What follows belongs to an exercise in optimizing a design on an open flow for small area, a short achievable clock period and few clock cycles per item; a production flow would make more cautious choices. Only simulation tests tie the RTL to the original design; equivalence was not proved. No activity file was given, so power comes from the tool's default toggle rates.

Design bodega_tx, start of the top module:
module bodega_tx (
    input  wire        clk,
    input  wire        rst,
    input  wire        req_valid,
    input  wire [31:0] req_word,
    output wire        req_ready,
    input  wire [11:0] rd_addr,
    output reg  [15:0] rd_data
);
    localparam [3:0] OP_BIND = 4'h7, OP_QUERY = 4'h8, OP_TARGET = 4'h9,
                     OP_SETP = 4'hA, OP_SET = 4'hB;
    function [7:0] clamp8;
        input [15:0] x;
        reg       inc, c7, sat_p, sat_n;
        reg [6:0] y;
        begin
            inc   = x[3] & (~x[15] | (|x[2:0]));
            {c7, y} = {1'b0, x[10:4]} + {7'd0, inc};
            sat_p = ~x[15] & ((x[14:11] != 4'h0) | c7);
            sat_n = x[15] & (x[14:11] != 4'hF);
            clamp8 = {x[15] & (sat_n | ~c7), sat_p ? 7'h7F : sat_n ? 7'h00 : y};
        end
    endfunction
    reg [6:0]  p0;
    reg [15:0] p [1:15];
    reg        tx_err, bad_op;
    reg [12:0] tx_ck;              
    reg        k_bq, k_tgt, k_set, k_dual, lenok;
    reg        s_lock;             
    reg        s_power, s_run, s_unitf;
    reg [1:0]  s_bsaver;
    reg [7:0]  s_c1, s_c2, s_c3, s_c4, s_c5, s_c6, s_c7, s_c8, s_c9,
               s_c10, s_c11, s_c12, s_c13, s_c14, s_c15;    
    assign req_ready = 1'b1;
    wire       accept = req_valid;
    wire [3:0] op     = req_word[31:28];
    wire       is_set = accept && op == OP_SET;
    wire       set_ok = is_set && p0[4:3] != 2'd3;
  ...
Size in the first run: ~420 flip-flops, roughly 64 I/O pins.
clock: 12.0 ns
lec_check: 0
cap_margin: 20
core_margin: 2
core_utilization: 40
setup_slack_margin: 5
slew_margin: 20
standard.sh (not shown) runs the stock make flow with config.mk's settings and CLKGATE_MAP_FILE= SYNTH_SCRIPT=/design/flow/synth_recipe.tcl, a recipe that flattens the netlist after the stock synthesis.
==> flow/flow/run.sh <==
#!/bin/bash
# Own layout flow: the standard flow (standard.sh) with two changes,
#  - the port buffers are plain buf_2 cells (the default choice here is a
#    delay cell, clkdlybuf4s50_1, that timing repair cannot resize away),
#  - clock tree synthesis inserts no dummy loads.
# Synthesis is the standard one, run unchanged. Each step's full output
# goes to a log file in the work folder.
set -euo pipefail
bash standard.sh synth > flow_synth.log 2>&1
bash standard.sh \
  "BUFFER_PORTS_ARGS=-buffer_cell sky130_fd_sc_hd__buf_2" \
  "CTS_ARGS=-sink_clustering_enable -repair_clock_nets -dont_use_dummy_load -sink_clustering_size 30 -sink_clustering_max_diameter 80" \
  finish > flow_layout.log 2>&1
Testbench counts at the start, summed over its fixed seeds: cycles 3,588, frames 918.
Edit:
--- a/flow/design.v
+++ b/flow/design.v
@@ -8,20 +8,21 @@
     output reg  [15:0] rd_data
 );
     localparam [3:0] OP_BIND = 4'h7, OP_QUERY = 4'h8, OP_TARGET = 4'h9,
                      OP_SETP = 4'hA, OP_SET = 4'hB;
     function [7:0] clamp8;
         input [15:0] x;
-        reg       inc, c7, sat_p, sat_n;
-        reg [6:0] y;
+        reg       inc;
+        reg [7:0] s;
         begin
-            inc   = x[3] & (~x[15] | (|x[2:0]));
-            {c7, y} = {1'b0, x[10:4]} + {7'd0, inc};
-            sat_p = ~x[15] & ((x[14:11] != 4'h0) | c7);
-            sat_n = x[15] & (x[14:11] != 4'hF);
-            clamp8 = {x[15] & (sat_n | ~c7), sat_p ? 7'h7F : sat_n ? 7'h00 : y};
+            inc = x[3] & (~x[15] | (|x[2:0]));
+            s   = x[11:4] + {7'd0, inc};
+            if (x[15])
+                clamp8 = (x[14:11] != 4'hF) ? 8'h80 : s;
+            else
+                clamp8 = ((x[14:11] != 4'h0) || s[7]) ? 8'h7F : s;
         end
     endfunction
     reg [6:0]  p0;
     reg [15:0] p [1:15];
     reg        tx_err, bad_op;
     reg [12:0] tx_ck;              
@@ -188,18 +189,23 @@
         5'd25: byte_at = s_c15;
         5'd29: byte_at = ck[15:8];
         5'd30: byte_at = ck[7:0];
         default: byte_at = 8'h00;
         endcase
     end
-    wire        rg_t = rd_addr[11:5] == 7'b1000000;
-    wire        rg_p = rd_addr[11:4] == 8'h02;
-    wire [15:0] pm   = (rd_addr[3:0] == 4'd0) ? {9'd0, p0} : p[rd_addr[3:0]];
-    wire [7:0]  tm   = (b < len5) ? byte_at : 8'h00;
-    always @(*) begin
-        rd_data = ({16{rg_t}} & {8'd0, tm})
-                | ({16{rg_p}} & pm)
-                | ({16{rd_addr == 12'h000}} & {6'd0, bad_op, tx_err, 1'b0, tx_err, 6'd0})
-                | ({16{rd_addr == 12'h003}} & {11'd0, len5})
-                | ({16{rd_addr == 12'h005}} & ck);
+    always @(*) begin
+        rd_data = 16'd0;
+        if (rd_addr[11:9] == 3'b100) begin
+            if (rd_addr[8:5] == 4'd0 && b < len5)
+                rd_data = {8'd0, byte_at};
+        end else if (rd_addr[11:4] == 8'h02) begin
+            rd_data = (rd_addr[3:0] == 4'd0) ? {9'd0, p0} : p[rd_addr[3:0]];
+        end else begin
+            case (rd_addr)
+            12'h000: rd_data = {6'd0, bad_op, tx_err, 1'b0, tx_err, 6'd0};
+            12'h003: rd_data = {11'd0, len5};
+            12'h005: rd_data = ck;
+            default: rd_data = 16'd0;
+            endcase
+        end
     end
 endmodule
Clock-buffer cell count climbs by 2.
Wire length increases by 4.8%.
Worst setup slack improves by 0.055 ns.
Die area came out higher by 0.52%.
Power went up by 2.4%.
Via count is higher by 3.1%.
Flip-flop and latch count stays the same.
Final area climbs by 1.3%.
Sequential share of layout area shrinks by 0.66 points.
Clock power is higher by 4.3%.
Core utilization climbs by 0.50 points.
Area after synthesis increases by 0.53%.
Combinational power goes up by about 4%.
Register-to-register slack gets better by 0.04 ns.
Testbench counts after the change, summed over its fixed seeds: cycles 3,588, frames 918.

## what the ideal ports hide
How much do the figures lean on ideal ports? The routed layouts below were timed once more, with nothing changed but the port constraints.
Step 1 assumes that a clkbuf_16 drives the clock port and a buf_2 every other input.
Step 2 moves the port delays by t, midway between the first and last clock arrival at a register: inputs arrive t later, outputs are due t later. That takes back most of the time a late clock gives input paths.
Slacks: ideal ports / drivers / drivers and shift; pairs: ideal ports / drivers.
run | shift t [ns] | setup WS [ns] | worst setup path at the end | clock arrival spread, ns | cell pins on the clock port's net
the first run | 0.625 | 4.864 / 4.799 / 4.799 | input to output | 0.099 / 0.099 | 1
the second run | 0.633 | 4.919 / 4.748 / 4.674 | input to register | 0.074 / 0.074 | 1
After both steps every run listed still meets setup and hold. The setup slack of the second run, which loses most, moves by -0.171 ns with the drivers and by -0.245 ns with both steps.
